From an optimization exercise on the open Yosys and OpenROAD flow, aimed at small area, a short achievable clock period and few clock cycles per item; shortcuts taken in it are not production practice.
Function was checked by simulation only, so behaviour that the tests miss may differ from the original.
Power figures rest on the tool's default switching activity, not on a simulated workload.

===== flow/design.v =====
module pfde_seq (
    input  wire        clk,
    input  wire        rst,           
    input  wire        cmd_valid,
    output wire        cmd_ready,
    input  wire [15:0] cmd_count,     
    input  wire        in_valid,
    output reg         in_ready,
    input  wire [7:0]  in_data,
    output reg         out_valid,
    input  wire        out_ready,
    output reg  [31:0] out_id,
    output reg         done,          
    output wire        err,
    output wire [3:0]  err_code,
    output reg  [19:0] consumed
);
    localparam [2:0] S_IDLE = 3'd0,
                     S_BV0  = 3'd1,    
                     S_BV1  = 3'd2,    
                     S_BV2  = 3'd3,    
                     S_HDR  = 3'd4,    
                     S_FOR  = 3'd5,    
                     S_CON  = 3'd6,    
                     S_FIN  = 3'd7;    
    reg  [2:0]  state;
    reg  [15:0] rem;        
    reg  [7:0]  bl;         
    reg         lastblk;    
    reg  [5:0]  bw;         
    reg         wide;       
    reg         st2;        
    reg  [31:0] q;          
    reg  [5:0]  bcnt;       
    reg         pv;         
    reg  [31:0] pe;         
    reg         have;       
    reg         phi;        
    reg         pz;         
    reg         pcin;       
    reg         pfin;       
    reg         bv3;        
    reg         ec3, ec2, ec1;    
    assign err_code = {ec3, ec2, ec1, ec3};
    assign err      = ec1;
    function [15:0] rev16(input [15:0] x);
        integer i;
        for (i = 0; i < 16; i = i + 1) rev16[i] = x[15 - i];
    endfunction
    function [7:0] rev8(input [7:0] x);
        integer i;
        for (i = 0; i < 8; i = i + 1) rev8[i] = x[7 - i];
    endfunction
    function [15:0] tmask(input [4:0] k);
        integer i;
        for (i = 0; i < 16; i = i + 1) tmask[i] = (k > i);
    endfunction
    wire out_free = !out_valid || out_ready;
    wire s2_go  = pv && (phi || out_free);
    wire p_free = !pv || s2_go;
    wire [4:0] klo  = wide ? 5'd16 : bw[4:0];             
    wire [4:0] khi  = bw[5] ? 5'd16 : {1'b0, bw[3:0]};    
    wire [4:0] kcur = st2 ? khi : klo;
    wire [15:0] mlo = tmask(klo);
    wire [15:0] mhi = wide ? tmask(khi) : 16'd0;
    wire more1 = (bl[7:1] != 7'd0);                       
    wire more2 = (bl[7:2] != 6'd0) || (bl[1] && bl[0]);   
    wire more3 = (bl[7:2] > 6'd1);                        
    wire rem_big = (rem[15:8] != 8'd0) || (rem[7] && (rem[6:0] != 7'd0));
    wire is_for = (state == S_FOR);
    wire is_con = (state == S_CON);
    wire [6:0] b1 = {1'b0, bw};
    wire [6:0] b2 = {bw, 1'b0};
    wire [6:0] thr   = (wide && more2) ? 7'd127 :
                       ((more1 ? b2 : b1) - (st2 ? 7'd16 : 7'd0));
    wire [6:0] thr_s = (!wide)        ? (more2 ? b2 : b1) :
                       (!st2)         ? (more2 ? 7'd127 : ((more1 ? b2 : b1) - 7'd16)) :
                                        (more3 ? 7'd127 : (more2 ? b2 : b1));
    wire con_full = (bcnt >= bw);
    wire con_full8 = ({1'b0, bcnt} + 7'd8 >= b1);
    wire con_run  = bcnt[5];
    wire con_pad  = is_con && !in_ready && !con_run;   
    wire step   = is_for && have && p_free;
    wire fin    = !wide || st2;                           
    wire cemit  = is_con && con_run && p_free;
    wire id_end = (step && fin) || cemit;
    assign cmd_ready = (state == S_IDLE);
    wire byte_in = in_valid && in_ready;
    wire [46:0] qx  = {q[30:0], 16'd0};
    wire [30:0] sh4 = bcnt[4] ? qx[46:16] : qx[30:0];
    wire [22:0] sh3 = bcnt[3] ? sh4[30:8] : sh4[22:0];
    wire [18:0] sh2 = bcnt[2] ? sh3[22:4] : sh3[18:0];
    wire [16:0] sh1 = bcnt[1] ? sh2[18:2] : sh2[16:0];
    wire [15:0] sh0 = bcnt[0] ? sh1[16:1] : sh1[15:0];
    wire [15:0] ext = rev16(sh0) & (st2 ? mhi : mlo);
    wire [31:0] addend  = pe;
    wire        add_ci  = pcin;
    wire [31:0] acc     = pz ? 32'd0 : out_id;
    wire [31:0] ag0 = acc & addend;
    wire [31:0] ap0 = acc ^ addend;
    wire [31:0] ag [0:5];
    wire [31:0] ap [0:5];
    assign ag[0] = {ag0[31:1], ag0[0] | (ap0[0] & add_ci)};
    assign ap[0] = ap0;
    genvar lv, bt;
    generate
        for (lv = 0; lv < 5; lv = lv + 1) begin : g_lv
            for (bt = 0; bt < 32; bt = bt + 1) begin : g_bt
                if (((bt >> lv) & 1) == 1) begin : g_op
                    localparam integer J = ((bt >> lv) << lv) - 1;
                    assign ag[lv+1][bt] = ag[lv][bt] | (ap[lv][bt] & ag[lv][J]);
                    assign ap[lv+1][bt] = ap[lv][bt] & ap[lv][J];
                end else begin : g_pass
                    assign ag[lv+1][bt] = ag[lv][bt];
                    assign ap[lv+1][bt] = ap[lv][bt];
                end
            end
        end
    endgenerate
    wire [31:0] sum = ap0 ^ {ag[5][30:0], add_ci};
    wire [5:0] bc_8   = bcnt + 6'd8;
    wire [5:0] bc_k   = bcnt - {1'b0, kcur};
    wire [5:0] bc_8k  = bc_8 - {1'b0, kcur};
    wire [5:0] bcnt_ns = (byte_in || con_pad) ? bc_8 : bcnt;
    wire [5:0] bcnt_s  = byte_in ? bc_8k : bc_k;
    wire [5:0] bcnt_n  = step ? bcnt_s : bcnt_ns;
    wire ir_ns = (bcnt_ns <= 6'd23) && ({1'b0, bcnt_ns} < thr);
    wire ir_s  = (bcnt_s  <= 6'd23) && ({1'b0, bcnt_s}  < thr_s);
    wire ir_for = step ? ir_s : ir_ns;
    wire st2_n  = (step && wide) ? !st2 : st2;
    wire [4:0] kcur_s = (wide && !st2) ? khi : klo;
    wire have_ns = (bcnt_ns >= {1'b0, kcur});
    wire have_s  = (bcnt_s  >= {1'b0, kcur_s});
    wire have_n  = step ? have_s : have_ns;
    wire [7:0] cmask = (con_full8 && (bw[2:0] != 3'd0)) ? ~(8'hFF << bw[2:0]) : 8'hFF;
    wire [7:0] qin   = is_con ? (in_data & cmask) : in_data;
    wire [5:0] hdr_b    = in_data[5:0];
    wire [1:0] hdr_type = in_data[7:6];
    always @(posedge clk) begin
        if (rst) begin
            state     <= S_IDLE;
            in_ready  <= 1'b0;
            out_valid <= 1'b0;
            pv        <= 1'b0;
            done      <= 1'b0;
        end else begin
            done <= 1'b0;
            if (out_valid && out_ready)
                out_valid <= 1'b0;
            if (byte_in)
                consumed <= consumed + 20'd1;
            if (s2_go) begin
                out_id <= sum;
                if (pfin)
                    out_valid <= 1'b1;
            end
            if (step || cemit) begin
                pv   <= 1'b1;
                pe   <= is_con ? {rev16(q[15:0]), rev16(q[31:16])} :
                        st2    ? {ext, 16'd0} : {16'd0, ext};
                phi  <= is_for && st2;
                pz   <= 1'b0;
                pcin <= !(is_for && st2);
                pfin <= is_con || fin;
            end else if (s2_go)
                pv <= 1'b0;
            case (state)
            S_IDLE: begin
                in_ready <= cmd_valid && (cmd_count != 16'd0);
                if (cmd_valid) begin
                    consumed <= 20'd0;
                    ec3 <= 1'b0;
                    ec2 <= 1'b0;
                    ec1 <= 1'b0;
                    rem <= cmd_count - 16'd1;
                    state <= (cmd_count == 16'd0) ? S_FIN : S_BV0;
                end
            end
            S_BV0: begin
                if (byte_in) begin
                    bv3 <= in_data[6];
                    if (in_data[7:5] == 3'b111) begin
                        ec1      <= 1'b1;     
                        in_ready <= 1'b0;
                        state    <= S_FIN;
                    end else if (!in_data[7]) begin
                        pe       <= {25'd0, in_data[6:0]};
                        pv       <= 1'b1;
                        in_ready <= (rem != 16'd0);
                        state    <= (rem == 16'd0) ? S_FIN : S_HDR;
                    end else if (!in_data[6]) begin
                        pe     <= {18'd0, in_data[5:0], 8'd0};
                        state  <= S_BV1;
                    end else begin
                        pe     <= {11'd0, in_data[4:0], 16'd0};
                        state  <= S_BV1;
                    end
                    phi  <= 1'b0;
                    pz   <= 1'b1;
                    pcin <= 1'b0;
                    pfin <= 1'b1;
                end
            end
            S_BV1: begin
                if (byte_in) begin
                    pe[7:0] <= in_data;
                    if (!bv3) begin
                        pv        <= 1'b1;
                        in_ready  <= (rem != 16'd0);
                        state     <= (rem == 16'd0) ? S_FIN : S_HDR;
                    end else
                        state <= S_BV2;
                end
            end
            S_BV2: begin
                if (byte_in) begin
                    pe[15:8]     <= in_data;
                    pv           <= 1'b1;
                    in_ready     <= (rem != 16'd0);
                    state        <= (rem == 16'd0) ? S_FIN : S_HDR;
                end
            end
            S_HDR: begin
                if (byte_in) begin
                    bw   <= hdr_b;
                    have <= (hdr_b == 6'd0);
                    wide <= (hdr_b > 6'd16);
                    st2  <= 1'b0;
                    bcnt <= 6'd0;
                    lastblk <= !rem_big;
                    if (rem_big) begin
                        bl  <= 8'd128;
                        rem <= {rem[15:7] - 9'd1, rem[6:0]};
                    end else
                        bl  <= rem[7:0];
                    in_ready <= (hdr_type == 2'd0 || hdr_type == 2'd3) &&
                                (hdr_b <= 6'd32) && (hdr_b != 6'd0);
                    if (hdr_b > 6'd32) begin
                        ec2   <= 1'b1;     
                        ec1   <= 1'b1;
                        state <= S_FIN;
                    end else if (hdr_type == 2'd3 && hdr_b != 6'd0)
                        state <= S_CON;
                    else if (hdr_type == 2'd0 || hdr_type == 2'd3)
                        state <= S_FOR;      
                    else begin
                        ec3   <= 1'b1;     
                        ec1   <= 1'b1;
                        state <= S_FIN;
                    end
                end
            end
            S_FOR, S_CON: begin
                if (byte_in || con_pad)
                    q <= {q[23:0], byte_in ? rev8(qin) : 8'd0};
                bcnt <= bcnt_n;
                st2  <= st2_n;
                have <= have_n;
                in_ready <= is_for ? ir_for : (byte_in ? !con_full8 : !con_full);
                if (id_end) begin
                    bl <= bl - 8'd1;
                    if (!more1) begin
                        in_ready <= !lastblk;
                        state    <= lastblk ? S_FIN : S_HDR;
                    end
                end
            end
            default: begin  
                in_ready <= 1'b0;
                if (!pv && out_free) begin
                    done  <= 1'b1;
                    state <= S_IDLE;
                end
            end
            endcase
        end
    end
endmodule

===== flow/flow/run.sh =====
#!/bin/bash
# The standard layout (the standard.sh, standard synthesis included), with
# the port buffers that global placement inserts made of the smallest buffer
# cell instead of the default clkdlybuf4s50_1. Every port still gets its own
# buffer; nothing else changes. ORFS's step logs stay under orfs/logs/.
set -euo pipefail
export BUFFER_PORTS_ARGS="-buffer_cell sky130_fd_sc_hd__buf_1"
bash standard.sh > standard.log 2>&1

===== flow/standard.sh =====
#!/bin/bash
# synth_recipe.tcl (not shown) runs the flow's synth.tcl, then flattens the netlist and writes it again
# the make line also repeats each setting of config.mk as NAME=value (left out here)
make -C /OpenROAD-flow-scripts/flow DESIGN_CONFIG=/design/flow/config.mk WORK_HOME=/design/flow/orfs CLKGATE_MAP_FILE= SYNTH_SCRIPT=/design/flow/synth_recipe.tcl "${@:-finish}"

===== flow/config.mk =====
export PLATFORM = sky130hd
export DESIGN_NAME = pfde_seq
export DESIGN_NICKNAME = pfde_seq
export VERILOG_FILES = /design/flow/design.v
export SDC_FILE = /design/flow/constraint.sdc
export NUM_CORES = 4
export LEC_CHECK = 0
export CAP_MARGIN = 20
export CORE_MARGIN = 2
export CORE_UTILIZATION = 40
export CTS_BUF_LIST = sky130_fd_sc_hd__clkbuf_8
export SETUP_SLACK_MARGIN = 2.4
export SLEW_MARGIN = 20
export TNS_END_PERCENT = 10

===== flow/constraint.sdc =====
create_clock -name core_clock -period 5.5 [get_ports {clk}]
set_input_delay 1.1000 -clock core_clock [delete_from_list [all_inputs] [get_ports {clk}]]
set_output_delay 1.1000 -clock core_clock [all_outputs]
set_load 0.01 [all_outputs]

==> results by group, run 1 <==
Clock tree
  – Post-CTS Hold Buffers: 0
  – CTS HTree Levels: 4
  – CTS tree: done
  – CTS sink cnt: 171
  – Num CTS Buffers: 17
  – Worst-path clk slew: 0.10 ns
  – CTS root buffer: clkbuf_8
  – Clock Path Buffers: 2
  – Worst skew pair latency: 0.48 ns

Route
  – Pre-antenna DRT Iters: 7
  – Number of DRC markers in iteration 0: 1161
  – Detailed-route wire length per cell: 20.32 um
  – Met3 wire len: 2369 um
  – DRT antenna net count: 0
  – DR vias: 10370
  – DRC Markers: 0
  – Routed vias/inst: 5.961
  – Wl on met1: 15160 um
  – Met2 WL: 16970 um
  – Top routing layer in use: met4
  – Routed WL: 35360 um

Place
  – DPL Wire Length: 25270 um
  – Placed cell area: 12880 um^2
  – I/O Buffers: 89
  – Routability cong.: 0.9179

Synth
  – Commonest cells post-synth: edfxtp_1 (164), nand2_1 (113), nor2_1 (110), o21ai_0 (93), a21oi_1 (74)
  – Synth Warn #: 1
  – Netlist cell types: 75
  – Sequential area share after synthesis: 0.4142
  – Top post-synthesis cells by area: edfxtp_1 (40%), ha_1 (6.9%), o21ai_0 (3.8%)
  – FFs w/ async S/R, synth: 0
  – Count leader, synth: edfxtp_1
  – Share of the synthesized area in the top cell type: 0.4028
  – Cells after Synth: 1259
  – Post-synth top flop: edfxtp_1
  – Post-synth EDFFs: 164
  – Synth Net Count: 1362
  – Synthesized area per cell: 9.711 um^2
  – Post-Syn Area: 12230 um^2
  – #FFs+latches synth: 171
  – Cell taking the most area after synthesis: edfxtp_1

Outcome
  – Outcome: finished clean

Floorplanning
  – # IOs: 90
  – FP Rows: 64
  – Width of the die: 178.8 um
  – Core Region: 30350 um^2
  – Die height: 178.8 um
  – Die ar.: 31980 um^2
  – Initial Util: 0.4029

Critical path
  – Worst-path maximum fanout: 4
  – Worst Path Arrival: 3.56 ns
  – Req. time, crit path: 5.91 ns
  – CP Capture Type: flop
  – CP Class: flop to flop
  – Crit start category: flop

Finish
  – Fill cells: 2903
  – Design Area, Final: 13740 um^2
  – Share of layout cells above drive strength 1: 0.1146
  – Final Net Count: 1434
  – Diode count: 0
  – P&R area growth vs syn: 12.41%

Timing
  – Setup Skew: 0.01651 ns
  – RSZ-0062 raised after global routing: true
  – Fin. max-slew vios: 0
  – Tmin final: 3.154 ns
  – Final Cycle Share: 0.5735
  – Slew @ Worst Pin: 0.9493 ns
  – Fmax: 317.1 MHz
  – Max-slew headroom: 0.3671
  – Final setup fails: 0
  – Final setup TNS: 0 ns
  – Final hold violations: 0

Power
  – Leakage Power: 4.962 nW
  – Final total power: 4.007 mW
  – VDD IR max: 0.0001739 V
  – Pwr Density: 291.5 nW/um^2

GRT
  – Largest net degree at the start of global routing: 37
  – Total Routing Usage GR: 0.2190
  – Vias in the first global route: 9761
  – Global-route wire length before repair: 54130 um
  – Initial antenna violation count: 0
  – Congestion Overflow GR: 0

Run
  – Max Cap Viol: 0

Hold path
  – HP Class: flop to flop
critical path, stage by stage, from the launching register on:
cell and delay (ns):
edfxtp_1 0.46, buf_6 0.15, nor4_4 0.38, nand3_4 0.17, mux2i_4 0.24, ha_4 0.21
ha_4 0.25, and2_4 0.15, ha_4 0.20, and4_1 0.14, o21ai_1 0.07, o21ai_1 0.06
and3_1 0.17, o41ai_2 0.27, nand2_1 0.08, o211ai_1 0.09
final timing paths:
check,startpoint,cells past startpoint,slack (ns),end
worst min-delay path,q[16]$_DFFE_PP_,0,0.54,q[24]$_DFFE_PP_
worst min register to register,q[16]$_DFFE_PP_,0,0.54,q[24]$_DFFE_PP_
worst max-delay path,bl[3]$_DFFE_PP_,15,2.35,in_ready$_SDFFE_PP0P_
worst max register to register,bl[3]$_DFFE_PP_,15,2.35,in_ready$_SDFFE_PP0P_
power breakdown:
group	leakage [nW]	switching, mW	internal (mW)
logic	3.16	0.771	0.476
clock network	0.203	0.547	0.422
registers	1.60	0.145	1.65
total	4.96	1.46	2.54
flip-flops by register name, indices dropped and copies added (netlist names), 3 cells and up:
register / flops
state: 3
rem: 16
pe: 32
consumed: 20
out_id: 32
q: 32
bl: 8
bcnt: 6
bw: 6
cells in the final DEF (no fill, tap or decap), types with 14 or more instances in the layout:
cell type / n
a21o_1: 20
o21ai_0: 89
a211oi_1: 15
nor3_1: 25
a221oi_1: 26
mux4_2: 14
nor2_1: 108
nand2_1: 111
nand3_1: 34
nor2b_1: 34
xor2_1: 36
a21oi_1: 72
ha_1: 63
buf_1: 89
o22ai_1: 19
buf_4: 35
mux2i_1: 21
xnor2_1: 40
nand2b_1: 19
and3_1: 18
clkbuf_8: 17
inv_1: 41
edfxtp_1: 164
final cells by class:
| type | count | area (um^2) | share of cell area |
|---|---|---|---|
| Multi-Input combinational cell | 970 | 6955 | 0.5061 |
| Sequential cell | 171 | 5067 | 0.3687 |
| Timing Repair Buffer | 128 | 649.4 | 0.04725 |
| Tap cell | 396 | 495.5 | 0.03605 |
| Clock buffer | 17 | 234.0 | 0.01702 |
| Clock inverter | 15 | 181.4 | 0.01320 |
| Inverter | 43 | 161.4 | 0.01174 |
layer usage:
layer / vias to the layer above / global-route usage
li1: 4868 / -
met1: 5003 / 0.2910
met2: 445 / 0.3615
met3: 57 / 0.03986
met4: 0 / 0.06843
met5: - / 0
repair_timing:
| action | in CTS | in global routing |
|---|---|---|
| resized for setup | 21 | 40 |
| setup buffers | 9 | 12 |
| setup endpoints to repair | 29 | 45 |
| pin swaps | 3 | 10 |
kinds of logic after synthesis:
group                      share of synthesized area
muxes                                        0.05546
AOI/OAI and AO/OA                             0.1807
adders and majority gates                    0.08248
DFF                                           0.4142
xor gates and xnor gates                     0.05587
and+or+nand+nor                               0.1710
buffers and inverters                        0.04022
metrics by stage:
step | utilization | std cells | setup WS [ns] | hold WS (ns)
detailed placement | 0.4245 | 1687 | 1.648 | 0.5069
finish | 0.4529 | 1740 | 2.346 | 0.5397
CTS | 0.4437 | 1728 | 2.298 | 0.5300
global placement | 0.4244 | 1687 | 1.718 | 0.5085
global route | 0.4529 | 1740 | 2.241 | 0.5562
floorplan | - | 1259 | 1.373 | 0.4497
Testbench counts, summed over its fixed seeds: cycles 120,404, items 81,405.
==> run 2, diff against run 1 <==
--- a/flow/config.mk
+++ b/flow/config.mk
@@ -11,4 +11,3 @@
 export CTS_BUF_LIST = sky130_fd_sc_hd__clkbuf_8
 export SETUP_SLACK_MARGIN = 2.4
 export SLEW_MARGIN = 20
-export TNS_END_PERCENT = 10
==> results by group, run 2 <==
Route
  – DRC Markers: 0
  – DR vias: 10360
  – DRT antenna net count: 0
  – Routed vias/inst: 5.923
  – Routed WL: 35430 um
  – Pre-antenna DRT Iters: 6
  – Number of DRC markers in iteration 0: 1085
  – Detailed-route wire length per cell: 20.26 um

Place
  – DPL Wire Length: 25210 um
  – Routability cong.: 0.9126
  – I/O Buffers: 89
  – Place WS: 1.823 ns

Outcome
  – Outcome: finished clean

Critical path
  – Worst Reg-to-Reg Cells: 11
  – FF-to-FF Start: st2$_SDFFCE_PP0P_
  – Setup crit end: have$_DFFE_PP_
  – Crit start category: flop
  – R2R setup slack: 2.40 ns
  – CP Class: flop to flop
  – Worst Path Arrival: 3.29 ns
  – Req. time, crit path: 5.70 ns
  – Worst-path cell chain: mux2i_4 -> and2_1 -> ha_1 -> inv_1 -> fa_1 -> a21oi_1 -> maj3_1 -> xnor2_1 -> ha_1 -> a211oi_1 -> o31ai_1
  – CP Depth: 11
  – Delay of the slowest critical-path stage: 0.48 ns
  – Worst-path maximum fanout: 4
  – Reg2reg end: have$_DFFE_PP_
  – CP Capture Type: flop
  – Critical Path Start: st2$_SDFFCE_PP0P_
  – Critical-path top delay cell: edfxtp_1
  – CP most frequent cell: ha_1
  – Crit path buffers/inverters: 1
  – Top delay family on crit path: adder cells

GRT
  – Total Routing Usage GR: 0.2215
  – Largest net degree at the start of global routing: 38
  – Vias in the first global route: 9683
  – Initial antenna violation count: 0
  – Global-route wire length before repair: 54570 um
  – Congestion Overflow GR: 0

Floorplanning
  – Width of the die: 178.8 um
  – Initial Util: 0.4029
  – Die ar.: 31980 um^2
  – Core Region: 30350 um^2
  – Die height: 178.8 um
  – # IOs: 90
  – FP Rows: 64

Synth
  – Netlist cell types: 75
  – Synth Warn #: 1
  – Post-synth EDFFs: 164
  – Count leader, synth: edfxtp_1
  – Cell taking the most area after synthesis: edfxtp_1
  – Post-synthesis mux area share: 0.05546
  – Post-synthesis compound-gate area fraction: 0.1807
  – Share of the synthesized area in the top cell type: 0.4028
  – Synth Area in Adders: 0.08248
  – Post-Syn Area: 12230 um^2
  – Synthesized area per cell: 9.711 um^2
  – Area fraction in and, or, nand and nor cells after synthesis: 0.1710
  – Main combinational cell family by area after synthesis: compound AO/OA/AOI/OAI gates
  – Post-synth top flop: edfxtp_1
  – FFs w/ async S/R, synth: 0
  – Synth Net Count: 1362
  – Top post-synthesis cells by area: edfxtp_1 (40%), ha_1 (6.9%), o21ai_0 (3.8%)
  – Cells after Synth: 1259
  – Synth Area in XOR/XNOR: 0.05587
  – Commonest cells post-synth: edfxtp_1 (164), nand2_1 (113), nor2_1 (110), o21ai_0 (93), a21oi_1 (74)
  – #FFs+latches synth: 171
  – Sequential area share after synthesis: 0.4142

Clock tree
  – Num CTS Buffers: 17
  – Clock Path Buffers: 2
  – CTS tree: done
  – CTS HTree Levels: 4
  – CTS sink cnt: 171
  – Worst skew pair latency: 0.48 ns
  – Worst-path clk slew: 0.10 ns
  – CTS root buffer: clkbuf_8

Finish
  – Most frequent cells in the layout: edfxtp_1 (164), nand2_1 (111), nor2_1 (108), buf_1 (89), o21ai_0 (88)
  – Final Net Count: 1443
  – Most common cell after layout, fill and taps aside: edfxtp_1
  – Share of the core filled with cells: 0.4565
  – Regs by FF count: out_id: 32 flops, pe: 32 flops, q: 32 flops
  – Share of layout cells above drive strength 1: 0.1256
  – P&R area growth vs syn: 13.32%
  – Diode count: 0

Power
  – Pwr Density: 286.1 nW/um^2
  – Leakage Power: 5.003 nW
  – VDD IR max: 0.0002153 V

Timing
  – Slew @ Worst Pin: 0.8976 ns
  – Final setup fails: 0
  – Setup Skew: 0.02427 ns
  – RSZ-0062 raised after global routing: true
  – Final hold violations: 0
  – Final Cycle Share: 0.5628
  – Max-slew headroom: 0.3953
  – Fmax: 323.1 MHz
  – Final setup TNS: 0 ns
  – Tmin final: 3.095 ns
  – Fin. max-slew vios: 0
  – Setup slack after layout: 2.405 ns

Hold path
  – HP Class: flop to flop

Run
  – Max Cap Viol: 0
## run 2: cell counts after synthesis
No cell type changed its count.
## run 2: timing repair
action | in CTS | in global routing
setup buffers | 10 | 22
gates resized for setup | 31 | 34
gates cloned | 0 | 0
endpoints found under the setup margin | 27 | 15
pin swaps | 6 | 16
hold buffers | 0 | 0
## run 2: final cells by class
| class | instances | area (um^2) |
|---|---|---|
| well taps | 396 | 495.5 |
| multi-input cells | 970 | 7010 |
| clock buffers | 17 | 234.0 |
| inverters | 43 | 168.9 |
| fillers | 2919 | 16490 |
| clock inverters | 15 | 153.9 |
| repair buffers | 137 | 723.2 |
| flip-flops and latches | 171 | 5070 |
## run 2: worst min-delay path by stage
stage,startpoint,to,slack (ns),cells after the start
6_report,q[21]$_DFFE_PP_,q[29]$_DFFE_PP_,0.54,0
5_1_grt,q[16]$_DFFE_PP_,q[24]$_DFFE_PP_,0.55,0
4_1_cts,q[21]$_DFFE_PP_,q[29]$_DFFE_PP_,0.54,0
3_5_place_dp,q[23]$_DFFE_PP_,q[31]$_DFFE_PP_,0.52,0
3_3_place_gp,q[21]$_DFFE_PP_,q[29]$_DFFE_PP_,0.51,0
2_1_floorplan,q[23]$_DFFE_PP_,q[31]$_DFFE_PP_,0.45,0
## run 2: layer usage
layer  track usage  up-vias  part of all wire
met5             0        -                 0
met4       0.08604        0             0.028
met3       0.03774       61             0.062
met2        0.3473      403              0.46
met1        0.3048     4999              0.45
li1              -     4897                 -
## run 2: worst register-to-register path: cells and delay by family, from the launching register on
| kind | cells | cell delay [ns] |
|---|---|---|
| fa+ha+maj | 4 | 1.13 |
| buf+inv | 1 | 0.09 |
| compound gates | 3 | 0.40 |
| flops | 1 | 0.48 |
| mux | 1 | 0.24 |
| simple gates | 1 | 0.17 |
| xor+xnor | 1 | 0.31 |
## run 2: cells by family (layout without fill, tap and decap cells)
| group | count (synthesis) | count (layout) |
|---|---|---|
| mux | 49 | 49 |
| buf+inv | 118 | 212 |
| flops | 171 | 171 |
| compound gates | 340 | 340 |
| simple gates | 426 | 426 |
| fa+ha+maj | 77 | 77 |
| xor+xnor | 78 | 78 |
## run 2: metrics by stage
| stage | hold WS, ns | power, mW | area (um^2) | std cells |
|---|---|---|---|---|
| 2_1_floorplan | 0.4497 | 2.690 | 12300 | 1259 |
| 6_report | 0.5384 | 3.964 | 13860 | 1749 |
| 3_3_place_gp | 0.5096 | 2.988 | 12920 | 1685 |
| 5_1_grt | 0.5507 | 4.201 | 13860 | 1749 |
| 3_5_place_dp | 0.5166 | 3.007 | 12920 | 1685 |
| 4_1_cts | 0.5356 | 3.934 | 13530 | 1727 |
## run 2: where the power goes
part / total (mW) / switching [mW] / internal, mW / leakage [nW]
Clock: 0.905 / 0.567 / 0.338 / 0.188
Sequential: 1.79 / 0.144 / 1.65 / 1.60
Combinational: 1.27 / 0.779 / 0.490 / 3.22
==> run 3, diff against run 2 <==
--- a/flow/config.mk
+++ b/flow/config.mk
@@ -9,5 +9,7 @@
 export CORE_MARGIN = 2
 export CORE_UTILIZATION = 40
 export CTS_BUF_LIST = sky130_fd_sc_hd__clkbuf_8
+export CTS_CLUSTER_DIAMETER = 100
+export CTS_CLUSTER_SIZE = 30
 export SETUP_SLACK_MARGIN = 2.4
 export SLEW_MARGIN = 20
==> results by group, run 3 <==
Power
  – Comb power frac: 0.320
  – P_int: 2.474 mW
  – Switching power: 1.490 mW
  – Sequential Power Share: 0.451
  – Leakage Power: 5.003 nW
  – Switch share: 0.3759
  – Clock power share: 0.228
  – VDD IR max: 0.0002153 V
  – Pwr Density: 286.1 nW/um^2

Place
  – Placed cell area: 12920 um^2
  – Routability cong.: 0.9126
  – I/O Buffers: 89
  – DPL Wire Length: 25210 um

Floorplanning
  – # IOs: 90
  – Width of the die: 178.8 um
  – Die ar.: 31980 um^2
  – Initial Util: 0.4029
  – Die height: 178.8 um
  – FP Rows: 64
  – Core Region: 30350 um^2

Synth
  – Sequential area share after synthesis: 0.4142
  – Top post-synthesis cells by area: edfxtp_1 (40%), ha_1 (6.9%), o21ai_0 (3.8%)
  – Post-synth top flop: edfxtp_1
  – Post-Syn Area: 12230 um^2
  – Synth Net Count: 1362
  – Share of the synthesized area in the top cell type: 0.4028
  – Cells after Synth: 1259
  – Post-synth EDFFs: 164
  – Commonest cells post-synth: edfxtp_1 (164), nand2_1 (113), nor2_1 (110), o21ai_0 (93), a21oi_1 (74)
  – Synth Warn #: 1
  – FFs w/ async S/R, synth: 0
  – Cell taking the most area after synthesis: edfxtp_1
  – Netlist cell types: 75
  – Synthesized area per cell: 9.711 um^2
  – #FFs+latches synth: 171
  – Count leader, synth: edfxtp_1

Clock tree
  – CTS sink cnt: 171
  – Num CTS Buffers: 17
  – CTS root buffer: clkbuf_8
  – CTS HTree Levels: 4
  – Clock Path Buffers: 2
  – Worst-path clk slew: 0.10 ns
  – Worst skew pair latency: 0.48 ns
  – CTS tree: done

Finish
  – P&R area growth vs syn: 13.32%
  – Share of the core filled with cells: 0.4565
  – Most frequent cells in the layout: edfxtp_1 (164), nand2_1 (111), nor2_1 (108), buf_1 (89), o21ai_0 (88)
  – Regs by FF count: out_id: 32 flops, pe: 32 flops, q: 32 flops
  – Diode count: 0
  – Share of layout cells above drive strength 1: 0.1256
  – Final Net Count: 1443
  – Design Area, Final: 13860 um^2
  – Most common cell after layout, fill and taps aside: edfxtp_1

Timing
  – Setup Skew: 0.02427 ns
  – Slew @ Worst Pin: 0.8976 ns
  – Fmax: 323.1 MHz
  – Fin. max-slew vios: 0
  – Max-slew headroom: 0.3953
  – Hold Slack: 0.5384 ns
  – Final Cycle Share: 0.5628
  – Final setup fails: 0
  – Final setup TNS: 0 ns
  – RSZ-0062 raised after global routing: true
  – Tmin final: 3.095 ns
  – Final hold violations: 0

GRT
  – Largest net degree at the start of global routing: 38
  – Congestion Overflow GR: 0
  – Global-route wire length before repair: 54570 um
  – Vias in the first global route: 9683
  – Total Routing Usage GR: 0.2215
  – Initial antenna violation count: 0

Route
  – DRC Markers: 0
  – DR vias: 10360
  – DRT antenna net count: 0
  – Detailed-route wire length per cell: 20.26 um
  – Routed vias/inst: 5.923
  – Number of DRC markers in iteration 0: 1085
  – Pre-antenna DRT Iters: 6
  – Routed WL: 35430 um

Critical path
  – Worst Path Arrival: 3.29 ns
  – Crit start category: flop
  – Worst-path maximum fanout: 4
  – CP Class: flop to flop
  – Req. time, crit path: 5.70 ns
  – CP Capture Type: flop

Hold path
  – HP Class: flop to flop

Outcome
  – Outcome: finished clean

Run
  – Max Cap Viol: 0
[run 3: worst max-delay path, stage by stage (launching register included)]
cell and delay [ns]:
edfxtp_1 0.48, mux2i_4 0.24, and2_1 0.17, ha_1 0.17, inv_1 0.09, fa_1 0.26
a21oi_1 0.10, maj3_1 0.40, xnor2_1 0.31, ha_1 0.30, a211oi_1 0.20, o31ai_1 0.10
[run 3: per-stage QoR]
step / std cells / setup WS [ns] / total power [mW]
finish: 1749 / 2.405 / 3.964
global route: 1749 / 2.243 / 4.201
CTS: 1727 / 2.345 / 3.934
detailed placement: 1685 / 1.823 / 3.007
global placement: 1685 / 1.839 / 2.988
floorplan: 1259 / 2.403 / 2.690
[run 3: layout make-up]
| class | count | area [um^2] |
|---|---|---|
| timing repair buffer | 137 | 723.2 |
| fill | 2919 | 16490 |
| sequential | 171 | 5070 |
| clock inverter | 15 | 153.9 |
| tap | 396 | 495.5 |
| multi-input combinational | 970 | 7010 |
| inverter | 43 | 168.9 |
| clock buffer | 17 | 234.0 |
[run 3: power groups by stage]
stage,logic [mW],registers [mW],clock network (mW)
floorplan,0.923,1.77,0
global placement,1.17,1.82,0
detailed placement,1.19,1.82,0
CTS,1.23,1.79,0.921
global route,1.42,1.81,0.974
finish,1.27,1.79,0.905
[run 3: layer usage]
layer / vias up / part of all wire / GRT usage
met3: 61 / 0.062 / 0.03774
met2: 403 / 0.46 / 0.3473
li1: 4897 / - / -
met4: 0 / 0.028 / 0.08604
met5: - / 0 / 0
met1: 4999 / 0.45 / 0.3048
[run 3: kinds of logic (layout without fill, tap and decap cells)]
group,count (synthesis),count (layout),share of synthesized area
xor gates and xnor gates,78,78,0.05587
buffers and inverters,118,212,0.04022
DFF,171,171,0.4142
AOI/OAI and AO/OA,340,340,0.1807
muxes,49,49,0.05546
and+or+nand+nor,426,426,0.1710
adders and majority gates,77,77,0.08248
[run 3: worst paths after layout]
path,start,end,slack (ns),cells after the start
min,q[21]$_DFFE_PP_,q[29]$_DFFE_PP_,0.54,0
max,st2$_SDFFCE_PP0P_,have$_DFFE_PP_,2.40,11
min reg2reg,q[21]$_DFFE_PP_,q[29]$_DFFE_PP_,0.54,0
max reg2reg,st2$_SDFFCE_PP0P_,have$_DFFE_PP_,2.40,11
[run 3: repair_timing]
item,4_1_cts,5_1_grt
buffers inserted,10,22
hold buffers,0,0
pin swaps,6,16
endpoints found under the setup margin,27,15
resized for setup,31,34
==> run 4, diff against run 3 <==
--- a/flow/config.mk
+++ b/flow/config.mk
@@ -9,7 +9,5 @@
 export CORE_MARGIN = 2
 export CORE_UTILIZATION = 40
 export CTS_BUF_LIST = sky130_fd_sc_hd__clkbuf_8
-export CTS_CLUSTER_DIAMETER = 100
-export CTS_CLUSTER_SIZE = 30
-export SETUP_SLACK_MARGIN = 2.4
+export SETUP_SLACK_MARGIN = 2.5
 export SLEW_MARGIN = 20
==> results by group, run 4 <==
Timing
  – Setup Skew: 0.02163 ns
  – Final setup TNS: 0 ns
  – Slew @ Worst Pin: 0.8831 ns
  – Final setup fails: 0
  – Tmin final: 3.074 ns
  – Final Cycle Share: 0.5590
  – Setup slack after layout: 2.426 ns
  – Fin. max-slew vios: 0
  – Max-slew headroom: 0.4113
  – RSZ-0062 raised after global routing: true
  – Fmax: 325.3 MHz
  – Final hold violations: 0

Route
  – Routed WL: 36030 um
  – DRT antenna net count: 0
  – Routed vias/inst: 6.035
  – Number of DRC markers in iteration 0: 1128
  – DR vias: 10590
  – Detailed-route wire length per cell: 20.53 um
  – DRC Markers: 0
  – Pre-antenna DRT Iters: 7

GRT
  – Total Routing Usage GR: 0.2216
  – Initial antenna violation count: 0
  – Global-route wire length before repair: 55150 um
  – Vias in the first global route: 9929
  – Congestion Overflow GR: 0
  – Largest net degree at the start of global routing: 60

Power
  – P_int: 2.507 mW
  – Clock power share: 0.226
  – Pwr Density: 286.9 nW/um^2
  – Switching power: 1.527 mW
  – Comb power frac: 0.328
  – Switch share: 0.3785
  – Sequential Power Share: 0.446
  – VDD IR max: 0.0002022 V
  – Leakage Power: 5.089 nW

Finish
  – Share of layout cells above drive strength 1: 0.1479
  – P&R area growth vs syn: 15.01%
  – Regs by FF count: out_id: 32 flops, pe: 32 flops, q: 32 flops
  – Diode count: 0
  – Most common cell after layout, fill and taps aside: edfxtp_1
  – Area of the multi-input gates: 7148 um^2
  – Final Non-Filler Cells: 1755
  – Design Area, Final: 14060 um^2
  – Most frequent cells in the layout: edfxtp_1 (164), nand2_1 (109), nor2_1 (106), buf_1 (87), o21ai_0 (85)
  – Final Net Count: 1449
  – Fill cells: 2861
  – Register area: 5067 um^2

Critical path
  – Worst Path Arrival: 3.48 ns
  – Req. time, crit path: 5.91 ns
  – Top delay family on crit path: simple AND/OR/NAND/NOR gates
  – Worst-path cell chain: nor4_4 -> buf_4 -> nand3_4 -> mux2i_4 -> ha_2 -> and2_1 -> ha_4 -> a21o_1 -> a21oi_1 -> o21ai_1 -> and3_1 -> o41ai_2 -> nand2_1 -> o211ai_1
  – Crit start category: flop
  – CP Class: flop to flop
  – Worst-path maximum fanout: 6
  – Critical-path top delay cell: edfxtp_1
  – CP Capture Type: flop
  – Crit path buffers/inverters: 1
  – Delay of the slowest critical-path stage: 0.48 ns

Synth
  – #FFs+latches synth: 171
  – Synth Net Count: 1362
  – Synthesized area per cell: 9.711 um^2
  – Netlist cell types: 75
  – Cell taking the most area after synthesis: edfxtp_1
  – FFs w/ async S/R, synth: 0
  – Synth Warn #: 1
  – Post-synth top flop: edfxtp_1
  – Cells after Synth: 1259
  – Post-synth EDFFs: 164
  – Share of the synthesized area in the top cell type: 0.4028
  – Top post-synthesis cells by area: edfxtp_1 (40%), ha_1 (6.9%), o21ai_0 (3.8%)
  – Commonest cells post-synth: edfxtp_1 (164), nand2_1 (113), nor2_1 (110), o21ai_0 (93), a21oi_1 (74)
  – Post-Syn Area: 12230 um^2
  – Sequential area share after synthesis: 0.4142
  – Count leader, synth: edfxtp_1

Place
  – Placed cell area: 12940 um^2
  – I/O Buffers: 89
  – Place WS: 1.836 ns
  – Routability cong.: 0.9458
  – DPL Wire Length: 25500 um
  – Placed cells: 1685

Clock tree
  – Worst-path clk slew: 0.11 ns
  – CTS sink cnt: 171
  – Worst skew pair latency: 0.49 ns
  – CTS tree: done
  – CTS HTree Levels: 4
  – CTS root buffer: clkbuf_8
  – Clock Path Buffers: 2
  – Num CTS Buffers: 17

Outcome
  – Outcome: finished clean

Floorplanning
  – Die height: 178.8 um
  – FP Rows: 64
  – Die ar.: 31980 um^2
  – Width of the die: 178.8 um
  – # IOs: 90
  – Core Region: 30350 um^2
  – Initial Util: 0.4029

Run
  – Max Cap Viol: 0

Hold path
  – HP Class: flop to flop
==> run 4: cells by family (layout without fill, tap and decap cells) <==
group | Yosys count | in the layout | share of synthesized area
AOI/OAI and AO/OA | 340 | 340 | 0.1807
xor gates and xnor gates | 78 | 78 | 0.05587
adders and majority gates | 77 | 77 | 0.08248
buffers and inverters | 118 | 217 | 0.04022
DFF | 171 | 171 | 0.4142
muxes | 49 | 49 | 0.05546
and+or+nand+nor | 426 | 427 | 0.1710
==> run 4: cell type report <==
| class | count | area share |
|---|---|---|
| Sequential cell | 171 | 0.3604 |
| Tap cell | 396 | 0.03523 |
| Clock inverter | 15 | 0.01112 |
| Timing Repair Buffer | 142 | 0.05659 |
| Clock buffer | 17 | 0.01664 |
| Multi-Input combinational cell | 971 | 0.5083 |
| Inverter | 43 | 0.01174 |
==> run 4: worst reg2reg max path: stages (launching register included) <==
cell,delay [ns]
edfxtp_1,0.48
nor4_4,0.30
buf_4,0.19
nand3_4,0.11
mux2i_4,0.22
ha_2,0.35
and2_1,0.19
ha_4,0.23
a21o_1,0.18
a21oi_1,0.13
o21ai_1,0.08
and3_1,0.17
o41ai_2,0.21
nand2_1,0.08
o211ai_1,0.09
==> run 4: final timing paths <==
| check | startpoint | endpoint | slack (ns) | cells past startpoint |
|---|---|---|---|---|
| setup / recovery | bl[6]$_DFFE_PP_ | in_ready$_SDFFE_PP0P_ | 2.43 | 14 |
| setup reg to reg | bl[6]$_DFFE_PP_ | in_ready$_SDFFE_PP0P_ | 2.43 | 14 |
| hold reg to reg | pv$_SDFF_PP0_ | out_valid$_SDFF_PP0_ | 0.53 | 2 |
| hold / removal | pv$_SDFF_PP0_ | out_valid$_SDFF_PP0_ | 0.53 | 2 |
==> run 4: per-layer routing <==
metal | global-route usage | share of wire | up-vias
li1 | - | - | 4907
met1 | 0.3032 | 0.43 | 5152
met2 | 0.3588 | 0.47 | 465
met3 | 0.03478 | 0.072 | 67
met4 | 0.07215 | 0.030 | 0
met5 | 0 | 0 | -
==> run 4: what timing repair did <==
item / 4_1_cts / 5_1_grt
setup endpoints to repair: 60 / 44
cloned: 0 / 2
pin swaps: 6 / 14
resized for setup: 33 / 68
hold buffers: 0 / 0
setup buffers: 16 / 20
==> run 4: power by group through the flow <==
stage                     clock [mW]  sequential (mW)  combinational (mW)
after floorplan                    0             1.77               0.931
after global placement             0             1.82                1.17
after detailed placement           0             1.82                1.19
after CTS                      0.927             1.79                1.24
after global routing           0.968             1.82                1.47
final                          0.912             1.80                1.32
==> run 4: stage by stage <==
step / utilization / hold slack (ns) / power (mW)
after floorplan: - / 0.4497 / 2.697
after global placement: 0.4265 / 0.5047 / 2.995
after detailed placement: 0.4265 / 0.5140 / 3.015
after CTS: 0.4476 / 0.5311 / 3.961
after global routing: 0.4633 / 0.5656 / 4.258
final: 0.4633 / 0.5251 / 4.034
==> run 5, diff against run 4 <==
--- a/flow/config.mk
+++ b/flow/config.mk
@@ -9,5 +9,5 @@
 export CORE_MARGIN = 2
 export CORE_UTILIZATION = 40
 export CTS_BUF_LIST = sky130_fd_sc_hd__clkbuf_8
-export SETUP_SLACK_MARGIN = 2.5
+export SETUP_SLACK_MARGIN = 2.3
 export SLEW_MARGIN = 20
==> results by group, run 5 <==
Outcome
  – Outcome: finished clean

GRT
  – Congestion Overflow GR: 0
  – Global-route wire length before repair: 53450 um
  – Initial antenna violation count: 0
  – Vias in the first global route: 9495
  – Total Routing Usage GR: 0.2172
  – Largest net degree at the start of global routing: 37

Floorplanning
  – Die ar.: 31980 um^2
  – FP Rows: 64
  – Die height: 178.8 um
  – Width of the die: 178.8 um
  – Initial Util: 0.4029
  – # IOs: 90
  – Core Region: 30350 um^2

Finish
  – Most frequent cells in the layout: edfxtp_1 (164), nand2_1 (112), nor2_1 (109), buf_1 (89), o21ai_0 (88)
  – P&R area growth vs syn: 11.43%
  – Share of layout cells above drive strength 1: 0.1053
  – Most common cell after layout, fill and taps aside: edfxtp_1
  – Regs by FF count: out_id: 32 flops, pe: 32 flops, q: 32 flops
  – Design Area, Final: 13620 um^2
  – Diode count: 0
  – Area of the multi-input gates: 6879 um^2
  – Register area: 5066 um^2
  – Final Net Count: 1429
  – Fill cells: 2931

Timing
  – Final Cycle Share: 0.5751
  – Hold Slack: 0.5179 ns
  – RSZ-0062 raised after global routing: true
  – Tmin final: 3.163 ns
  – Slew @ Worst Pin: 1.094 ns
  – Final setup TNS: 0 ns
  – Fmax: 316.2 MHz
  – Fin. max-slew vios: 0
  – Final hold violations: 0
  – Max-slew headroom: 0.2680
  – Final setup fails: 0
  – Setup Skew: 0.01565 ns

Place
  – I/O Buffers: 89
  – Placed cell area: 12880 um^2
  – DPL Wire Length: 25450 um
  – Routability cong.: 0.9215

Clock tree
  – Worst skew pair latency: 0.48 ns
  – Post-CTS Hold Buffers: 0
  – CTS sink cnt: 171
  – CTS HTree Levels: 4
  – Clock Path Buffers: 2
  – CTS tree: done
  – Worst-path clk slew: 0.11 ns
  – CTS root buffer: clkbuf_8
  – Num CTS Buffers: 17

Synth
  – Sequential area share after synthesis: 0.4142
  – Synthesized area per cell: 9.711 um^2
  – Post-synth EDFFs: 164
  – Synth Net Count: 1362
  – Netlist cell types: 75
  – Top post-synthesis cells by area: edfxtp_1 (40%), ha_1 (6.9%), o21ai_0 (3.8%)
  – Post-synthesis compound-gate area fraction: 0.1807
  – Post-Syn Area: 12230 um^2
  – Main combinational cell family by area after synthesis: compound AO/OA/AOI/OAI gates
  – Post-synthesis mux area share: 0.05546
  – Commonest cells post-synth: edfxtp_1 (164), nand2_1 (113), nor2_1 (110), o21ai_0 (93), a21oi_1 (74)
  – Cell taking the most area after synthesis: edfxtp_1
  – Synth Area in Adders: 0.08248
  – Synth Area in XOR/XNOR: 0.05587
  – FFs w/ async S/R, synth: 0
  – Cells after Synth: 1259
  – Post-synth top flop: edfxtp_1
  – Share of the synthesized area in the top cell type: 0.4028
  – Area fraction in and, or, nand and nor cells after synthesis: 0.1710
  – Synth Warn #: 1
  – Count leader, synth: edfxtp_1
  – #FFs+latches synth: 171

Power
  – VDD IR max: 0.0001663 V
  – Pwr Density: 293.0 nW/um^2
  – Final total power: 3.992 mW
  – Leakage Power: 4.925 nW

Route
  – Routed vias/inst: 5.940
  – Detailed-route wire length per cell: 20.25 um
  – Pre-antenna DRT Iters: 6
  – DRC Markers: 0
  – Routed WL: 35130 um
  – Number of DRC markers in iteration 0: 1198
  – DRT antenna net count: 0
  – DR vias: 10310

Critical path
  – Worst Reg-to-Reg Cells: 15
  – Worst-path maximum fanout: 4
  – Req. time, crit path: 5.91 ns
  – Crit start category: flop
  – CP Capture Type: flop
  – Worst Path Arrival: 3.58 ns
  – CP Class: flop to flop

Hold path
  – HP Class: flop to flop
  – Cells on Worst Hold Path: 1

Run
  – Max Cap Viol: 0
==> run 5: worst max-delay path, stage by stage (launching register included) <==
cell,delay (ns)
edfxtp_1,0.41
buf_4,0.17
nor4_4,0.39
nand3_4,0.17
mux2i_4,0.23
ha_2,0.21
ha_1,0.25
and2_1,0.14
ha_1,0.28
and4_1,0.15
o21ai_0,0.07
o21ai_1,0.07
and3_1,0.18
o41ai_2,0.21
nand2_1,0.08
o211ai_1,0.09
==> run 5: repair_timing <==
action,in CTS,in global routing
pin swaps,1,6
setup endpoints to repair,29,38
gates resized for setup,18,33
buffers inserted,6,12
endpoints found under the hold margin,0,0
==> run 5: cells by family (layout without fill, tap and decap cells) <==
group,Yosys count,after routing
fa+ha+maj,77,77
simple gates,426,426
flops,171,171
compound gates,340,340
buf+inv,118,198
xor+xnor,78,78
mux,49,49
==> run 5: final timing paths <==
| path | startpoint | slack, ns | to |
|---|---|---|---|
| min | pv$_SDFF_PP0_ | 0.52 | done$_SDFF_PP0_ |
| min reg2reg | pv$_SDFF_PP0_ | 0.52 | done$_SDFF_PP0_ |
| max reg2reg | bl[3]$_DFFE_PP_ | 2.34 | in_ready$_SDFFE_PP0P_ |
| max | bl[3]$_DFFE_PP_ | 2.34 | in_ready$_SDFFE_PP0P_ |
==> run 5: through the flow <==
stage                     worst slack, ns  instances    util
after global placement              1.520       1685  0.4245
after global routing                2.162       1735  0.4489
after detailed placement            1.448       1685  0.4245
after CTS                           2.222       1723  0.4419
after floorplan                     2.290       1259       -
final                               2.337       1735  0.4489
==> run 5: routing by layer <==
metal  global-route usage  part of all wire
met1               0.2887              0.43
met2               0.3575              0.48
met3              0.03965             0.063
met4              0.07046             0.027
met5                    0                 0
==> run 5: cell type report <==
type                       instances  share of cell area
clock inverter                    15             0.01295
multi-input combinational        970              0.5049
timing repair buffer             123             0.04463
sequential                       171              0.3718
tap                              396             0.03637
clock buffer                      17             0.01717
inverter                          43             0.01212
==> run 5: power by group <==
part	total, mW	switching [mW]	internal, mW
Combinational	1.24	0.764	0.478
Sequential	1.79	0.149	1.65
Clock	0.957	0.572	0.385
Total	3.99	1.49	2.51
==> run 6, diff against run 5 <==
--- a/flow/config.mk
+++ b/flow/config.mk
@@ -9,5 +9,7 @@
 export CORE_MARGIN = 2
 export CORE_UTILIZATION = 40
 export CTS_BUF_LIST = sky130_fd_sc_hd__clkbuf_8
+export GPL_ROUTABILITY_DRIVEN = 0
 export SETUP_SLACK_MARGIN = 2.3
 export SLEW_MARGIN = 20
+export TNS_END_PERCENT = 10
==> results by group, run 6 <==
Synth
  – Cells after Synth: 1259
  – Top post-synthesis cells by area: edfxtp_1 (40%), ha_1 (6.9%), o21ai_0 (3.8%)
  – Synth Warn #: 1
  – Synthesized area per cell: 9.711 um^2
  – Cell taking the most area after synthesis: edfxtp_1
  – Sequential area share after synthesis: 0.4142
  – #FFs+latches synth: 171
  – Count leader, synth: edfxtp_1
  – Post-Syn Area: 12230 um^2
  – Netlist cell types: 75
  – Share of the synthesized area in the top cell type: 0.4028
  – Post-synth EDFFs: 164
  – Commonest cells post-synth: edfxtp_1 (164), nand2_1 (113), nor2_1 (110), o21ai_0 (93), a21oi_1 (74)
  – Post-synth top flop: edfxtp_1
  – Synth Net Count: 1362
  – FFs w/ async S/R, synth: 0

Finish
  – Fill cells: 2929
  – Regs by FF count: out_id: 32 flops, pe: 32 flops, q: 32 flops
  – Most frequent cells in the layout: edfxtp_1 (164), nand2_1 (110), nor2_1 (109), o21ai_0 (89), buf_1 (89)
  – Share of layout cells above drive strength 1: 0.1120
  – P&R area growth vs syn: 12.30%
  – Most common cell after layout, fill and taps aside: edfxtp_1
  – Diode count: 0
  – Final Net Count: 1438

Critical path
  – CP Capture Type: flop
  – Req. time, crit path: 5.71 ns
  – Worst-path maximum fanout: 32
  – CP Class: flop to flop
  – Worst Path Arrival: 3.45 ns
  – Crit start category: flop

Timing
  – Final Cycle Share: 0.5887
  – Final setup fails: 0
  – Tmin final: 3.238 ns
  – Setup Skew: 0.01624 ns
  – Slew @ Worst Pin: 0.9261 ns
  – RSZ-0062 raised after global routing: true
  – Final hold violations: 0
  – Max-slew headroom: 0.3826
  – Fmax: 308.9 MHz
  – Final setup TNS: 0 ns
  – Fin. max-slew vios: 0

Outcome
  – Outcome: finished clean

Floorplanning
  – # IOs: 90
  – FP Rows: 64
  – Die ar.: 31980 um^2
  – Die height: 178.8 um
  – Width of the die: 178.8 um
  – Initial Util: 0.4029
  – Core Region: 30350 um^2

Power
  – Pwr Density: 288.0 nW/um^2
  – VDD IR max: 0.0001712 V
  – Final total power: 3.954 mW
  – Leakage Power: 4.988 nW

Clock tree
  – Num CTS Buffers: 17
  – Clock Path Buffers: 2
  – Worst skew pair latency: 0.48 ns
  – CTS tree: done
  – CTS sink cnt: 171
  – CTS root buffer: clkbuf_8
  – CTS HTree Levels: 4
  – Worst-path clk slew: 0.10 ns
  – Post-CTS Hold Buffers: 0

GRT
  – Grt met1 use: 0.2854
  – Largest net degree at the start of global routing: 37
  – GRT Max-Usage Layer: met2
  – Vias in the first global route: 9717
  – GR met2 Demand/Resource: 0.3449
  – GRT met3 Usage: 0.05195
  – Initial antenna violation count: 0
  – Global-route wire length before repair: 53670 um
  – Congestion Overflow GR: 0
  – Total Routing Usage GR: 0.2163

Route
  – Routed vias/inst: 5.896
  – Routed WL: 34860 um
  – Pre-antenna DRT Iters: 5
  – Number of DRC markers in iteration 0: 923
  – DRC Markers: 0
  – Detailed-route wire length per cell: 19.99 um
  – DRT antenna net count: 0
  – DR vias: 10280

Hold path
  – HP Class: flop to flop

Place
  – I/O Buffers: 89
  – DPL Wire Length: 25190 um

Run
  – Max Cap Viol: 0
==> run 6: cell counts after synthesis <==
Identical to the previous run, type by type.
==> run 6: layout make-up <==
type,instances,area [um^2],share of cell area
clock buffers,17,234.0,0.01704
inverters,43,161.4,0.01176
flip-flops and latches,171,5067,0.3691
multi-input cells,970,6937,0.5052
repair buffers,132,675.6,0.04921
well taps,396,495.5,0.03609
clock inverters,15,160.2,0.01166
==> run 6: metal layers <==
layer / share of wire / wire [um]
met3: 0.074 / 2588
met2: 0.47 / 16280
met1: 0.43 / 14940
met5: 0 / 0
met4: 0.030 / 1050
==> run 6: worst paths after layout <==
kind                                             from          endpoint  slack [ns]  cells after the start
worst min register to register        q[17]$_DFFE_PP_   q[25]$_DFFE_PP_        0.53                      0
worst max-delay path            bcnt[3]$_SDFFCE_PP0P_  pe[16]$_DFFE_PN_        2.26                      7
worst min-delay path                  q[17]$_DFFE_PP_   q[25]$_DFFE_PP_        0.53                      0
worst max register to register  bcnt[3]$_SDFFCE_PP0P_  pe[16]$_DFFE_PN_        2.26                      7
==> run 6: stage by stage <==
stage                     instance area [um^2]  cells  hold slack [ns]  utilization  setup slack, ns
final                                    13730   1744           0.5275       0.4524            2.262
after global routing                     13730   1744           0.5484       0.4524            2.159
after CTS                                13320   1720           0.5299       0.4389            2.136
after detailed placement                 12880   1687           0.5107       0.4245            1.815
after global placement                   12880   1687           0.5156       0.4244            1.847
after floorplan                          12230   1259           0.4497            -            1.373
==> run 6: cell families after synthesis <==
| group | share of synthesized area |
|---|---|
| AOI/OAI and AO/OA | 0.1807 |
| xor gates and xnor gates | 0.05587 |
| adders and majority gates | 0.08248 |
| buffers and inverters | 0.04022 |
| DFF | 0.4142 |
| muxes | 0.05546 |
| and+or+nand+nor | 0.1710 |
==> run 6: worst max-delay path, stage by stage, from the launching register on <==
cell and delay (ns):
edfxtp_1 0.38, buf_6 0.33, mux4_2 0.61, mux4_2 0.50, mux2i_1 0.20, a211oi_1 0.15
a221oi_1 0.61, o21ai_0 0.19
==> run 6: power by group <==
| part | leakage [nW] | internal, mW | total [mW] | switching, mW |
|---|---|---|---|---|
| Combinational | 3.18 | 0.477 | 1.24 | 0.762 |
| Sequential | 1.60 | 1.65 | 1.79 | 0.146 |
| Clock | 0.206 | 0.414 | 0.924 | 0.510 |
==> run 6: repair_timing <==
item | 4_1_cts | 5_1_grt
pin swaps | 0 | 8
resized for setup | 6 | 49
setup endpoints to repair | 14 | 31
setup buffers | 1 | 23
endpoints found under the hold margin | 0 | 0
==> run 7, diff against run 6 <==
==> flow/config.mk (replaced) <==
export PLATFORM = sky130hd
export DESIGN_NAME = pfde_seq
export DESIGN_NICKNAME = pfde_seq
export VERILOG_FILES = /design/flow/design.v
export SDC_FILE = /design/flow/constraint.sdc
export NUM_CORES = 4
export LEC_CHECK = 0
export CAP_MARGIN = 10
export CORE_MARGIN = 2
export CORE_UTILIZATION = 40
export CTS_BUF_LIST = sky130_fd_sc_hd__clkbuf_8
export SETUP_SLACK_MARGIN = 2.55
export SLEW_MARGIN = 10
export TNS_END_PERCENT = 10
==> results by group, run 7 <==
Floorplanning
  – Width of the die: 178.8 um
  – # IOs: 90
  – Core Region: 30350 um^2
  – Initial Util: 0.4029
  – FP Rows: 64
  – Die ar.: 31980 um^2
  – Die height: 178.8 um

Finish
  – Share of layout cells above drive strength 1: 0.1473
  – Share of the core filled with cells: 0.4662
  – Final Net Count: 1455
  – Most frequent cells in the layout: edfxtp_1 (164), nand2_1 (110), nor2_1 (107), buf_1 (89), o21ai_0 (86)
  – Fill cells: 2847
  – Area of the multi-input gates: 7122 um^2
  – Register area: 5072 um^2
  – P&R area growth vs syn: 15.71%
  – Most common cell after layout, fill and taps aside: edfxtp_1
  – Regs by FF count: out_id: 32 flops, pe: 32 flops, q: 32 flops
  – Diode count: 0

Power
  – Leakage Power: 5.146 nW
  – Pwr Density: 292.2 nW/um^2
  – VDD IR max: 0.0001732 V
  – Final total power: 4.134 mW

Critical path
  – Delay of the slowest critical-path stage: 0.44 ns
  – CP Capture Type: flop
  – Worst-path maximum fanout: 5
  – Req. time, crit path: 5.69 ns
  – FF-to-FF Start: wide$_DFFE_PP_
  – CP Class: flop to flop
  – R2R setup slack: 2.37 ns
  – Worst-path cell chain: buf_12 -> mux2i_4 -> and2_1 -> ha_2 -> inv_2 -> fa_2 -> buf_4 -> a21oi_4 -> maj3_2 -> xnor2_2 -> ha_1 -> a211oi_2 -> o31ai_1
  – Worst Reg-to-Reg Cells: 13
  – Critical-path top delay cell: edfxtp_1
  – Crit start category: flop
  – Worst Path Arrival: 3.32 ns
  – Reg2reg end: have$_DFFE_PP_

Timing
  – Hold Slack: 0.5527 ns
  – Slew @ Worst Pin: 1.035 ns
  – Final setup TNS: 0 ns
  – Fin. max-slew vios: 0
  – Max-slew headroom: 0.3072
  – Fmax: 319.6 MHz
  – Final Cycle Share: 0.5689
  – Setup Skew: 0.01633 ns
  – Final hold violations: 0
  – Tmin final: 3.129 ns
  – Final setup fails: 0
  – RSZ-0062 raised after global routing: true

Outcome
  – Outcome: finished clean

Clock tree
  – Post-CTS Hold Buffers: 0
  – CTS HTree Levels: 4
  – CTS tree: done
  – CTS root buffer: clkbuf_8
  – CTS sink cnt: 171
  – Worst-path clk slew: 0.10 ns
  – Num CTS Buffers: 17
  – Worst skew pair latency: 0.48 ns
  – Clock Path Buffers: 2

Hold path
  – Cells on Worst Hold Path: 2
  – Hold_sp: pv$_SDFF_PP0_
  – HP Class: flop to flop
  – Worst hold endpoint: out_valid$_SDFF_PP0_

Synth
  – Netlist cell types: 75
  – Count leader, synth: edfxtp_1
  – #FFs+latches synth: 171
  – Post-synth EDFFs: 164
  – Top post-synthesis cells by area: edfxtp_1 (40%), ha_1 (6.9%), o21ai_0 (3.8%)
  – FFs w/ async S/R, synth: 0
  – Synth Net Count: 1362
  – Synth Warn #: 1
  – Post-Syn Area: 12230 um^2
  – Commonest cells post-synth: edfxtp_1 (164), nand2_1 (113), nor2_1 (110), o21ai_0 (93), a21oi_1 (74)
  – Sequential area share after synthesis: 0.4142
  – Post-synth top flop: edfxtp_1
  – Synthesized area per cell: 9.711 um^2
  – Cells after Synth: 1259
  – Cell taking the most area after synthesis: edfxtp_1
  – Share of the synthesized area in the top cell type: 0.4028

Route
  – DRT antenna net count: 0
  – DR vias: 10490
  – DRC Markers: 0
  – Routed WL: 35470 um
  – Number of DRC markers in iteration 0: 1262
  – Routed vias/inst: 5.958
  – Detailed-route wire length per cell: 20.14 um
  – Pre-antenna DRT Iters: 6

Place
  – I/O Buffers: 89
  – Routability cong.: 0.9293
  – DPL Wire Length: 25270 um

GRT
  – Vias in the first global route: 9869
  – Global-route wire length before repair: 55000 um
  – Initial antenna violation count: 0
  – Congestion Overflow GR: 0
  – Largest net degree at the start of global routing: 38
  – Total Routing Usage GR: 0.2218

Run
  – Max Cap Viol: 0
-- run 7: worst max-delay path, delay by kind of cell, from the launching register on --
family	cells	cell delay (ns)
adder cells (fa/ha/maj)	4	1.04
AO/OA/AOI/OAI	3	0.46
flip-flops	1	0.44
buffers and inverters	3	0.36
multiplexers	1	0.23
AND/OR/NAND/NOR	1	0.17
XOR/XNOR	1	0.13
-- run 7: area by class of cell --
| cell class | count | share of cell area |
|---|---|---|
| Clock buffer | 17 | 0.01654 |
| Sequential cell | 171 | 0.3585 |
| Inverter | 43 | 0.01194 |
| Tap cell | 396 | 0.03502 |
| Timing Repair Buffer | 149 | 0.05970 |
| Clock inverter | 15 | 0.01486 |
| Multi-Input combinational cell | 970 | 0.5034 |
-- run 7: how the worst max path moves through the flow --
stage	from	to	slack [ns]	cells past startpoint
floorplan	pz$_DFFE_PN_	out_id[22]$_DFFE_PP_	2.22	13
global placement	in_valid	in_ready$_SDFFE_PP0P_	1.77	13
detailed placement	in_valid	in_ready$_SDFFE_PP0P_	1.65	13
CTS	wide$_DFFE_PP_	in_ready$_SDFFE_PP0P_	2.44	14
global route	wide$_DFFE_PP_	have$_DFFE_PP_	2.25	12
finish	wide$_DFFE_PP_	have$_DFFE_PP_	2.37	13
-- run 7: power by group --
part	leakage [nW]	total (mW)	switching [mW]	internal (mW)
registers	1.60	1.80	0.148	1.65
logic	3.33	1.31	0.793	0.513
clock network	0.223	1.03	0.525	0.506
total	5.15	4.13	1.47	2.67
-- run 7: metal layers --
layer	routed length, um	up-vias	GRT usage
li1	-	4912	-
met1	15360	5043	0.3012
met2	16470	459	0.3529
met3	2413	78	0.03817
met4	1224	0	0.08537
met5	0	-	0
-- run 7: cell families after synthesis --
logic type | count (synthesis) | share of synthesized area
simple gates | 426 | 0.1710
mux | 49 | 0.05546
xor+xnor | 78 | 0.05587
buf+inv | 118 | 0.04022
fa+ha+maj | 77 | 0.08248
flops | 171 | 0.4142
compound gates | 340 | 0.1807
-- run 7: repair_timing --
action,CTS,global route
setup buffers,26,16
endpoints found under the setup margin,74,51
cloned,1,0
resized for setup,65,40
pin swaps,24,26
-- run 7: stage by stage --
stage          instances  instance area [um^2]  setup slack, ns
3_3_place_gp        1686                 12880            1.770
2_1_floorplan       1259                 12250            2.215
3_5_place_dp        1686                 12880            1.650
6_report            1761                 14150            2.371
4_1_cts             1745                 13840            2.440
5_1_grt             1761                 14150            2.246
==> run 8, diff against run 7 <==
==> flow/config.mk (replaced) <==
export PLATFORM = sky130hd
export DESIGN_NAME = pfde_seq
export DESIGN_NICKNAME = pfde_seq
export VERILOG_FILES = /design/flow/design.v
export SDC_FILE = /design/flow/constraint.sdc
export NUM_CORES = 4
export LEC_CHECK = 0
export CAP_MARGIN = 20
export CORE_MARGIN = 2
export CORE_UTILIZATION = 55
export CTS_BUF_LIST = sky130_fd_sc_hd__clkbuf_8
export SETUP_SLACK_MARGIN = 2.45
export SLEW_MARGIN = 20
export TNS_END_PERCENT = 10
==> results by group, run 8 <==
Synth
  – Post-Syn Area: 12230 um^2
  – Synth Net Count: 1362
  – Count leader, synth: edfxtp_1
  – Cell taking the most area after synthesis: edfxtp_1
  – Post-synthesis mux area share: 0.05546
  – Synth Area in XOR/XNOR: 0.05587
  – Netlist cell types: 75
  – Synthesized area per cell: 9.711 um^2
  – Main combinational cell family by area after synthesis: compound AO/OA/AOI/OAI gates
  – Area fraction in and, or, nand and nor cells after synthesis: 0.1710
  – FFs w/ async S/R, synth: 0
  – Commonest cells post-synth: edfxtp_1 (164), nand2_1 (113), nor2_1 (110), o21ai_0 (93), a21oi_1 (74)

Finish
  – Regs by FF count: out_id: 32 flops, pe: 32 flops, q: 32 flops
  – P&R area growth vs syn: 11.19%
  – Most common cell after layout, fill and taps aside: edfxtp_1
  – Share of layout cells above drive strength 1: 0.1117
  – Final Non-Filler Cells: 1623
  – Final Net Count: 1433
  – Fill cells: 1908
  – Most frequent cells in the layout: edfxtp_1 (164), nand2_1 (112), nor2_1 (108), o21ai_0 (89), buf_1 (89)

Route
  – Pre-antenna DRT Iters: 5
  – DRC Markers: 0
  – Routed WL: 34570 um
  – DRT antenna net count: 0
  – Number of DRC markers in iteration 0: 1054
  – Detailed-route wire length per cell: 21.30 um
  – Routed vias/inst: 6.375
  – DR vias: 10350

GRT
  – Initial antenna violation count: 1
  – Total Routing Usage GR: 0.2939
  – Congestion Overflow GR: 0
  – Global-route wire length before repair: 54480 um
  – Vias in the first global route: 9578

Critical path
  – Req. time, crit path: 5.73 ns
  – Critical-path top delay cell: o21ai_0
  – Worst-path maximum fanout: 16
  – Worst-path cell chain: buf_4 -> buf_12 -> nor2b_1 -> ha_1 -> nand2_1 -> o21ai_0 -> a211oi_1 -> o21ba_2 -> a31o_2 -> a31oi_1 -> a21oi_1 -> xnor2_1
  – CP Class: flop to flop
  – CP Capture Type: flop

Place
  – DPL Wire Length: 24730 um
  – Placed cells: 1569
  – Place WS: 1.710 ns
  – Routability cong.: 0.9373

Timing
  – Final hold violations: 0
  – Hold Slack: 0.5239 ns
  – Final setup fails: 0
  – Fin. max-slew vios: 0
  – Final Cycle Share: 0.5867
  – Fmax: 309.9 MHz
  – Tmin final: 3.227 ns
  – Max-slew headroom: 0.3101
  – Setup slack after layout: 2.273 ns
  – Final setup TNS: 0 ns
  – RSZ-0062 raised after global routing: true

Clock tree
  – Num CTS Buffers: 17
  – Worst skew pair latency: 0.48 ns
  – CTS root buffer: clkbuf_8
  – CTS sink cnt: 171
  – Clock Path Buffers: 2
  – Post-CTS Hold Buffers: 0
  – CTS tree: done
  – Worst-path clk slew: 0.10 ns

Run
  – Max Cap Viol: 0

Floorplanning
  – FP Rows: 54
  – Die ar.: 23440 um^2
  – Core Region: 21820 um^2
  – Die height: 153.1 um

Power
  – Leakage Power: 4.969 nW
  – Final total power: 4.019 mW

Hold path
  – HP Class: flop to flop

Outcome
  – Outcome: finished clean
-- run 8: changes by cell type in the layout (fill, tap and decap cells not counted), sizes merged --
cell      delta
buf         -22
clkbuf       +3
clkinvlp     -3
bufinv       -2
inv          +2
bufbuf       -1
clkinv       +1
-- run 8: kinds of logic (layout without fill, tap and decap cells) --
logic type	after synthesis	count (layout)
AOI/OAI and AO/OA	340	340
xor gates and xnor gates	78	78
adders and majority gates	77	77
buffers and inverters	118	202
DFF	171	171
muxes	49	49
and+or+nand+nor	426	426
-- run 8: layer usage --
metal  GRT usage  share of wire  vias to the layer above  wire length, um
li1            -              -                     4854                -
met1      0.4127           0.43                     5015            14900
met2      0.4832           0.48                      420            16640
met3     0.04225          0.068                       57             2342
met4     0.07363          0.020                        0              692
met5           0              0                        -                0
-- run 8: cell type report --
type / instances / area (um^2) / share of cell area
repair buffers: 127 / 656.9 / 0.04832
well taps: 280 / 350.3 / 0.02577
clock buffers: 19 / 261.5 / 0.01924
inverters: 43 / 161.4 / 0.01187
multi-input cells: 970 / 6935 / 0.5102
clock inverters: 13 / 155.1 / 0.01141
flip-flops and latches: 171 / 5074 / 0.3732
-- run 8: final timing paths --
kind | end | from | cells after the start | slack (ns)
max | out_id[31]$_DFFE_PP_ | pz$_DFFE_PN_ | 12 | 2.27
min | q[31]$_DFFE_PP_ | q[23]$_DFFE_PP_ | 0 | 0.52
max reg2reg | out_id[31]$_DFFE_PP_ | pz$_DFFE_PN_ | 12 | 2.27
min reg2reg | q[31]$_DFFE_PP_ | q[23]$_DFFE_PP_ | 0 | 0.52
-- run 8: metrics by stage --
| stage | cell area (um^2) | utilization |
|---|---|---|
| final | 13590 | 0.6229 |
| after global routing | 13590 | 0.6229 |
| after CTS | 13400 | 0.6139 |
| after detailed placement | 12720 | 0.5829 |
| after global placement | 12720 | 0.5829 |
| after floorplan | 12230 | - |
-- run 8: worst max-delay path: cells and delay by family, from the launching register on --
kind,cells,cell delay (ns)
xor+xnor,1,0.14
compound gates,6,1.54
fa+ha+maj,1,0.41
buf+inv,2,0.29
flops,1,0.42
simple gates,2,0.16
-- run 8: power breakdown --
group / internal, mW / switching [mW]
registers: 1.65 / 0.165
logic: 0.483 / 0.745
clock network: 0.442 / 0.535
total: 2.57 / 1.44
-- run 8: timing repair --
action | CTS | global route
pin swaps | 4 | 11
setup buffers | 17 | 4
resized for setup | 32 | 27
endpoints found under the setup margin | 61 | 39
gates cloned | 0 | 1

Check on run 8: ideal ports give 2.273 ns setup slack; a clkbuf_16 on the clock port and buf_2 on the inputs give 2.273 ns; moving port delays by the midpoint clock arrival (0.510 ns) as well gives 1.821 ns.
